This is an optimization exercise on Yosys and OpenROAD, whose aim is small area, a short achievable clock period and few clock cycles, not a production implementation. Function was checked by simulation only, so behaviour that the tests miss may differ from the original.

===== flow/design.v =====
module mspfc_scale_alu (
    input  wire        clk,
    input  wire        rst,
    input  wire        in_valid,
    output wire        in_ready,
    input  wire        in_unpack,
    input  wire [2:0]  in_ty,
    input  wire        in_rnd,
    input  wire [63:0] in_v,
    input  wire [63:0] in_s,
    input  wire [63:0] in_o,
    input  wire [31:0] in_n,
    output reg         out_valid,
    output reg  [2:0]  out_status,
    output reg  [63:0] out_data
);
    localparam integer W     = 24;    
    localparam integer NSTEP = 4;     
    localparam [2:0] ST_OK    = 3'd0;
    localparam [2:0] ST_ARG   = 3'd2;
    localparam [2:0] ST_RANGE = 3'd5;
    localparam [1:0] S_IDLE = 2'd0;
    localparam [1:0] S_RUN  = 2'd1;
    localparam [1:0] S_FIN  = 2'd2;
    reg  [1:0]  state;
    reg         op_unpack;
    reg  [2:0]  ty;
    reg         rnd;
    reg         bad;
    reg         neg;         
    reg         dneg;        
    reg         narrow;      
    reg  [2:0]  t8;
    reg  [5:0]  cnt;
    reg         big;         
    reg  [64:0] a;           
    reg  [63:0] k;           
    reg  [65:0] acc;         
    reg  [63:0] q;           
    wire fin     = (state == S_FIN);
    assign in_ready = (state == S_IDLE) || fin;
    wire accept  = in_valid && in_ready;
    wire        s_neg  = in_s[63];
    wire        s_zero = (in_s == 64'd0);
    wire        ty_bad = (in_ty[2:1] == 2'd3);
    wire        i_bad  = s_zero || ty_bad;
    wire [2:0]  i_t8 = (in_s[7:0]   != 8'd0) ? 3'd0 :
                       (in_s[15:8]  != 8'd0) ? 3'd1 :
                       (in_s[23:16] != 8'd0) ? 3'd2 :
                       (in_s[31:24] != 8'd0) ? 3'd3 : 3'd4;
    wire [95:0] s_se   = {{32{s_neg}}, in_s} >> {i_t8, 3'b000};
    wire [63:0] s_sh   = s_se[63:0];
    wire [63:0] i_k    = s_neg ? (~s_sh + 64'd1) : s_sh;
    wire        i_narrow = (i_k[63:W] == {(64-W){1'b0}});
    wire        i_one  = (i_k == 64'd1);
    wire [63:0] s_x    = in_s ^ {64{s_neg}};
    reg  [6:0]  s_len;
    integer     j;
    always @(*) begin
        s_len = 7'd0;
        for (j = 0; j < 64; j = j + 1)
            if (s_x[j]) s_len = j + 1;
    end
    wire [6:0]  s_top  = s_neg ? s_len : (s_len - 7'd1);
    wire [4:0]  i_hid  = s_top[6:2] - {1'b0, i_t8, 1'b0};
    wire [64:0] d      = {in_v[63], in_v} - {in_o[63], in_o};
    wire        d_neg  = d[64];
    reg  [31:0] n_ext;
    always @(*) begin
        case (in_ty[2:1])
            2'd0:    n_ext = {{24{in_ty[0] & in_n[7]}},  in_n[7:0]};
            2'd1:    n_ext = {{16{in_ty[0] & in_n[15]}}, in_n[15:0]};
            default: n_ext = in_n;
        endcase
    end
    wire        n_neg  = in_ty[0] & n_ext[31];
    wire [31:0] n_mag  = n_neg ? (~n_ext + 32'd1) : n_ext;
    reg  [63:0] q_div;
    always @(*) begin
        case (in_ty[2:1])
            2'd0:    q_div = {n_mag[7:0],  56'd0};
            2'd1:    q_div = {n_mag[15:0], 48'd0};
            default: q_div = {n_mag,       32'd0};
        endcase
    end
    wire [63:0] q_one  = {32'd0, n_mag} << (6'd32 - {i_t8, 3'b000});
    reg  [5:0]  w8;
    always @(*) begin
        case (in_ty[2:1])
            2'd0:    w8 = 6'd8;
            2'd1:    w8 = 6'd16;
            default: w8 = 6'd32;
        endcase
    end
    wire [6:0]  nsteps = {1'b0, w8} + 7'd32 - {1'b0, i_t8, 3'b000};
    wire [3:0]  dig    = k[{cnt[3:0], 2'b00} +: 4];
    wire [69:0] pp0    = dig[0] ? {5'd0, a}      : 70'd0;
    wire [69:0] pp1    = dig[1] ? {4'd0, a, 1'b0} : 70'd0;
    wire [69:0] pp2    = dig[2] ? {3'd0, a, 2'b0} : 70'd0;
    wire [69:0] pp3    = dig[3] ? {2'd0, a, 3'b0} : 70'd0;
    wire [69:0] msum   = {acc, (dneg ? dig : 4'd0)} + pp0 + pp1 + pp2 + pp3;
    wire        wbit   = fin ? 1'b0 : q[63];
    wire [66:0] wdiff  = {acc, wbit} - {3'd0, k};
    wire        wfits  = !wdiff[66];
    reg  [W-1:0] nr;
    reg  [63:0]  nq;
    reg  [W:0]   nt;
    reg  [W+1:0] nd;
    integer      i;
    always @(*) begin
        nr = acc[W-1:0];
        nq = q;
        for (i = 0; i < NSTEP; i = i + 1) begin
            nt = {nr, nq[63]};
            nd = {1'b0, nt} - {2'b00, k[W-1:0]};
            nq = {nq[62:0], !nd[W+1]};
            nr = nd[W+1] ? nt[W-1:0] : nd[W-1:0];
        end
    end
    wire        up_rb  = wfits;
    wire [65:0] up_r   = {{2{a[63]}}, a[63:0]} + ({2'b00, q} ^ {66{neg}})
                         + {65'd0, neg ^ up_rb};
    wire        up_ovf = (up_r[65:63] != 3'b000) && (up_r[65:63] != 3'b111);
    reg  [32:0] pk_w;        
    reg         pk_hi;       
    reg         pk_rb;       
    always @(*) begin
        case (t8)
            3'd0:    begin pk_w = acc[64:32]; pk_hi = acc[65];          pk_rb = acc[31]; end
            3'd1:    begin pk_w = acc[56:24]; pk_hi = |acc[65:57];      pk_rb = acc[23]; end
            3'd2:    begin pk_w = acc[48:16]; pk_hi = |acc[65:49];      pk_rb = acc[15]; end
            3'd3:    begin pk_w = acc[40:8];  pk_hi = |acc[65:41];      pk_rb = acc[7];  end
            default: begin pk_w = acc[32:0];  pk_hi = |acc[65:33];      pk_rb = 1'b0;    end
        endcase
    end
    wire [33:0] pk_mag = {1'b0, pk_w} + {33'd0, pk_rb & !rnd};
    reg  [32:0] pk_lim;
    always @(*) begin
        case (ty[2:1])
            2'd0:    pk_lim = neg ? (ty[0] ? 33'h80 : 33'd0)
                                  : (ty[0] ? 33'h7F : 33'hFF);
            2'd1:    pk_lim = neg ? (ty[0] ? 33'h8000 : 33'd0)
                                  : (ty[0] ? 33'h7FFF : 33'hFFFF);
            default: pk_lim = neg ? (ty[0] ? 33'h80000000 : 33'd0)
                                  : (ty[0] ? 33'h7FFFFFFF : 33'hFFFFFFFF);
        endcase
    end
    wire        pk_ovf = big || pk_hi || (pk_mag > {1'b0, pk_lim});
    wire [31:0] pk_n   = neg ? (~pk_mag[31:0] + 32'd1) : pk_mag[31:0];
    reg  [31:0] pk_bytes;
    always @(*) begin
        case (ty[2:1])
            2'd0:    pk_bytes = {24'd0, pk_n[7:0]};
            2'd1:    pk_bytes = {16'd0, pk_n[15:0]};
            default: pk_bytes = pk_n;
        endcase
    end
    always @(posedge clk) begin
        if (rst) begin
            state     <= S_IDLE;
            out_valid <= 1'b0;
        end else begin
            out_valid <= fin;
            if (fin) begin
                if (bad) begin
                    out_status <= ST_ARG;
                    out_data   <= 64'd0;
                end else if (op_unpack) begin
                    out_status <= up_ovf ? ST_RANGE : ST_OK;
                    out_data   <= up_ovf ? 64'd0 : up_r[63:0];
                end else begin
                    out_status <= pk_ovf ? ST_RANGE : ST_OK;
                    out_data   <= pk_ovf ? 64'd0 : {32'd0, pk_bytes};
                end
            end
            if (accept) begin
                op_unpack <= in_unpack;
                ty        <= in_ty;
                rnd       <= in_rnd;
                bad       <= i_bad;
                t8        <= i_t8;
                k         <= i_k;
                narrow    <= i_narrow;
                big       <= 1'b0;
                acc       <= 66'd0;
                if (in_unpack) begin
                    neg   <= n_neg ^ s_neg;
                    a     <= {in_o[63], in_o};
                    q     <= i_one ? q_one : q_div;
                    cnt   <= i_narrow ? (nsteps[6:2] - 6'd1) : (nsteps[5:0] - 6'd1);
                    state <= (i_bad || i_one) ? S_FIN : S_RUN;
                end else begin
                    neg   <= d_neg ^ s_neg;
                    dneg  <= d_neg;
                    a     <= d ^ {65{d_neg}};
                    cnt   <= {1'b0, i_hid};
                    state <= i_bad ? S_FIN : S_RUN;
                end
            end else if (fin) begin
                state <= S_IDLE;
            end else if (state == S_RUN) begin
                if (!op_unpack) begin
                    acc <= msum[65:0];
                    big <= big | (msum[69:66] != 4'd0);
                end else if (narrow) begin
                    acc <= {{(66-W){1'b0}}, nr};
                    q   <= nq;
                end else begin
                    acc <= wfits ? wdiff[65:0] : {acc[64:0], wbit};
                    q   <= {q[62:0], wfits};
                end
                cnt <= cnt - 6'd1;
                if (cnt == 6'd0)
                    state <= S_FIN;
            end
        end
    end
endmodule

===== flow/run.sh =====
#!/bin/bash
# synth_recipe.tcl (not shown) runs the flow's synth.tcl, then flattens the netlist and writes it again
# the make line also repeats each setting of config.mk as NAME=value (left out here)
make -C /OpenROAD-flow-scripts/flow DESIGN_CONFIG=/design/flow/config.mk WORK_HOME=/design/flow/orfs CLKGATE_MAP_FILE= SYNTH_SCRIPT=/design/flow/synth_recipe.tcl finish

===== flow/config.mk =====
export PLATFORM = sky130hd
export DESIGN_NAME = mspfc_scale_alu
export DESIGN_NICKNAME = mspfc_scale_alu
export VERILOG_FILES = /design/flow/design.v
export SDC_FILE = /design/flow/constraint.sdc
export NUM_CORES = 4
export LEC_CHECK = 0
export CAP_MARGIN = 20
export CORE_MARGIN = 2
export CORE_UTILIZATION = 40
export SLEW_MARGIN = 20

===== flow/constraint.sdc =====
create_clock -name core_clock -period 11.0 [get_ports {clk}]
set_input_delay 2.2000 -clock core_clock [delete_from_list [all_inputs] [get_ports {clk}]]
set_output_delay 2.2000 -clock core_clock [all_outputs]
set_load 0.01 [all_outputs]

==> results.yml <==
status:
  status: "complete, no violations"
place:
  gp_congestion: 0.9992
  dp_hpwl_mm: 165.4
  place_ws_ns: -0.5276
  port_buffers: 300
timing:
  setup_viol: 0
  worst_pin_slew_ns: 1.205
  fin_skew_ns: 0.04844
  period_needed_ns: 10.63
  slew_viol_final: 0
  timing.final.crit_share_pct: 96.65
  setup_ws_ns: 0.3688
  relSlewSlack_pct: 18.83
  finalHoldViolCount: 0
  clock.fmax_ghz: 0.09406
grt:
  top_usage_layer: "met2"
  grt_usage_pct: 30.61
  grt-ovfl-total: 0
  antenna_found_initial: 9
  grt_pass1_vias: 47280
  grt_pass1_wl_mm: 305.9
  grt_util_met3_pct: 5.696
  grt_util_met1_pct: 43.50
  grt_max_degree: 92
  grt_use_met2_pct: 46.56
job:
  maxCapViolations: 0
setup_path:
  crit_type: "flop to flop"
  path_max_fanout: 8
  crit_family: "compound AO/OA/AOI/OAI gates"
  cp-start-kind: "flop"
  critPathArrivalTime_ns: 11.01
  crit_slowest_cell: "or4_4"
  cp_common_cell: "o21ai_2"
  required_ns: 11.38
  critPathCaptureType: "flop"
  crit_buf_inv: 4
  critical-path-max-stage-delay_ns: 0.53
floorplan:
  fp.coreArea_sq_um: 127700
  initial_utilization_pct: 40.36
  rows: 131
  dieArea_sq_um: 131700
  floorplan.die.height_um: 362.9
  pin_count: 301
  die_w_um: 362.9
clock_network:
  clkTransAtPathRegs_ns: 0.07
  insertion_delay_ns: 0.67
  cts_max_level: 2
  cts_buffers: 46
  cts.sinks: 347
  cts_buffer_depth: 3
  cts_tree: "built"
  cts.root.buffer_cell: "clkbuf_16"
  cts_hold_buf: 0
layout:
  drive_gt1_share_pct: 10.79
  final_nets: 7395
  nFillCells: 12420
  area_growth_pct: 17.14
yosys:
  synth_flop_cell: "edfxtp_1"
  yosys.cell_types.count: 120
  ys_seq_area_share_pct: 20.16
  post_synth.cell_area_avg_sq_um: 8.370
  ys_ff_latch: 347
  synth_nets: 6984
  synthCells: 6157
  netlist_area_sq_um: 51530
  synth_edf_count: 344
  synth-async-reset-ratio_pct: 0
  synth_warnings: 1
min_path:
  min-delay-path-class: "flop to flop"
drt:
  vias: 50790
  dr.pass1.iters: 9
  ant_nets: 0
  wl_per_cell_um: 25.23
  via_per_inst: 6.143
  finalWirelength_mm: 208.6
  drc: 0
  drt-initial-drc-count: 6182
synth_stat cells (all sizes together) (71+ instances only):
library cell	count	area share, %
nand2	500	3.7
and2	302	3.7
a21oi	459	4.5
o21ai	430	4.2
xor2	274	4.7
fa	203	7.9
nand3	141	1.4
a211oi	80	1.2
nor3	112	1.1
edfxtp	344	20
xnor2	299	5.1
a31oi	80	0.97
inv	284	2.1
mux2i	111	2.2
ha	392	9.5
a21o	195	2.8
nor2	443	3.3
nor2b	76	0.92
buf	82	0.81
o22ai	143	1.9
clkbuf	240	1.8
nand2b	71	0.86
cells in the final DEF (no fill, tap or decap), types with 50 or more instances in the layout:
cell / netlist / routed
o21ai_0: 399 / 374
clkbuf_16: 0 / 50
xor2_1: 274 / 273
and3_1: 55 / 55
or3_1: 64 / 62
o22ai_1: 133 / 131
a31oi_1: 80 / 79
nand4_1: 57 / 57
edfxtp_1: 344 / 344
nor2b_1: 76 / 74
clkdlybuf4s50_1: 0 / 298
xnor2_1: 299 / 299
buf_4: 6 / 373
and2_1: 302 / 300
a21oi_1: 458 / 449
fa_1: 203 / 203
nor3_1: 110 / 108
mux2i_1: 111 / 107
nand2b_1: 71 / 71
o21a_1: 54 / 54
a21o_1: 195 / 194
inv_1: 280 / 277
nand2_1: 497 / 494
nand3_1: 139 / 139
ha_1: 392 / 382
nor2_1: 439 / 433
o21bai_1: 67 / 67
a211oi_1: 79 / 76
mux4_2: 54 / 54
tightest hold or removal path, cell delays in order, from the launching register on:
cell and delay, ns:
dfxtp_1 0.32, o21ai_0 0.16, a21oi_1 0.06
final timing paths:
kind / start / slack, ns / cells past startpoint / endpoint
max: acc[14] / 0.37 / 54 / acc[6]
min: state[1] / 0.59 / 2 / state[0]
min reg2reg: state[1] / 0.59 / 2 / state[0]
max reg2reg: acc[14] / 0.37 / 54 / acc[6]
registers in the layout, indices dropped and copies added, names as in the netlist, 2 cells and up:
| register | cells |
|---|---|
| a | 65 |
| t8 | 3 |
| cnt | 6 |
| out_status | 2 |
| acc | 66 |
| out_data | 64 |
| ty | 3 |
| state | 2 |
| k | 64 |
| q | 64 |
kinds of logic (layout without fill, tap and decap cells):
kind of cell,count (synthesis),count (layout),synth area share [%]
other,1,5,0.007277
flip-flops,347,347,20.16
multiplexers,191,191,5.092
adder cells (fa/ha/maj),595,595,17.40
AO/OA/AOI/OAI,1864,1864,23.29
AND/OR/NAND/NOR,1977,1977,19.62
XOR/XNOR,574,574,9.782
buffers and inverters,608,1052,4.640
final cells by class:
class                      instances  area [sq um]  area share, %
antenna                            4         10.01        0.01658
clock buffer                      52          1195          1.979
clock inverter                    29         282.8         0.4684
inverter                         286          1074          1.778
multi-input combinational       5202         39280          65.07
sequential                       347         10390          17.21
tap                             1662          2079          3.445
timing repair buffer             685          6053          10.03
metal layers:
layer / share of wire [%] / wire length (um)
met5: 0.032 / 66
met4: 3.9 / 8058
met3: 9.7 / 20190
met2: 43 / 90380
met1: 43 / 89890
what timing repair did:
item                                   in CTS  in global routing
pin swaps                                  17                 52
cloned                                      0                  3
setup buffers                              11                 14
setup endpoints to repair                  25                 25
endpoints found under the hold margin       0                  0
resized for setup                          33                 73
through the flow:
stage	hold WS (ns)	utilization, %	cells	TNS [ns]	instance area, sq um
2_1_floorplan	0.4732	-	6157	0	51640
6_report	0.5852	47.28	8267	0	60370
5_1_grt	0.6426	47.27	8263	-1.022	60360
3_3_place_gp	0.5702	45.54	8154	-8.877	58140
3_5_place_dp	0.5734	45.54	8154	-10.73	58140
4_1_cts	0.5829	46.86	8246	0	59840
Testbench counts, summed over its fixed seeds: cycles 12,832.

afterwards: timing with drivers on the ports:
Ports are ideal in the flow. The routed layout listed here was re-timed in OpenROAD.
Step 1: set_driving_cell puts a clkbuf_16 on clk and a buf_2 on each other input, an assumption about the parent block.
Step 2 also shifts input and output timing later by t, the mid clock arrival at the registers, as if the neighbouring blocks saw the same clock.
a / b / c = ideal ports / drivers / drivers and shift; a / b = the first two.
t (ns): 0.723
setup slack, ns: 0.369 / 0.369 / 0.369
worst hold slack (ns): 0.585 / 0.585 / 0.585
latest minus earliest clock arrival (ns): 0.048 / 0.048
After both steps setup and hold are still met in this run. For this run, drivers alone change the setup slack by 0.000 ns; drivers and shift together by 0.000 ns.
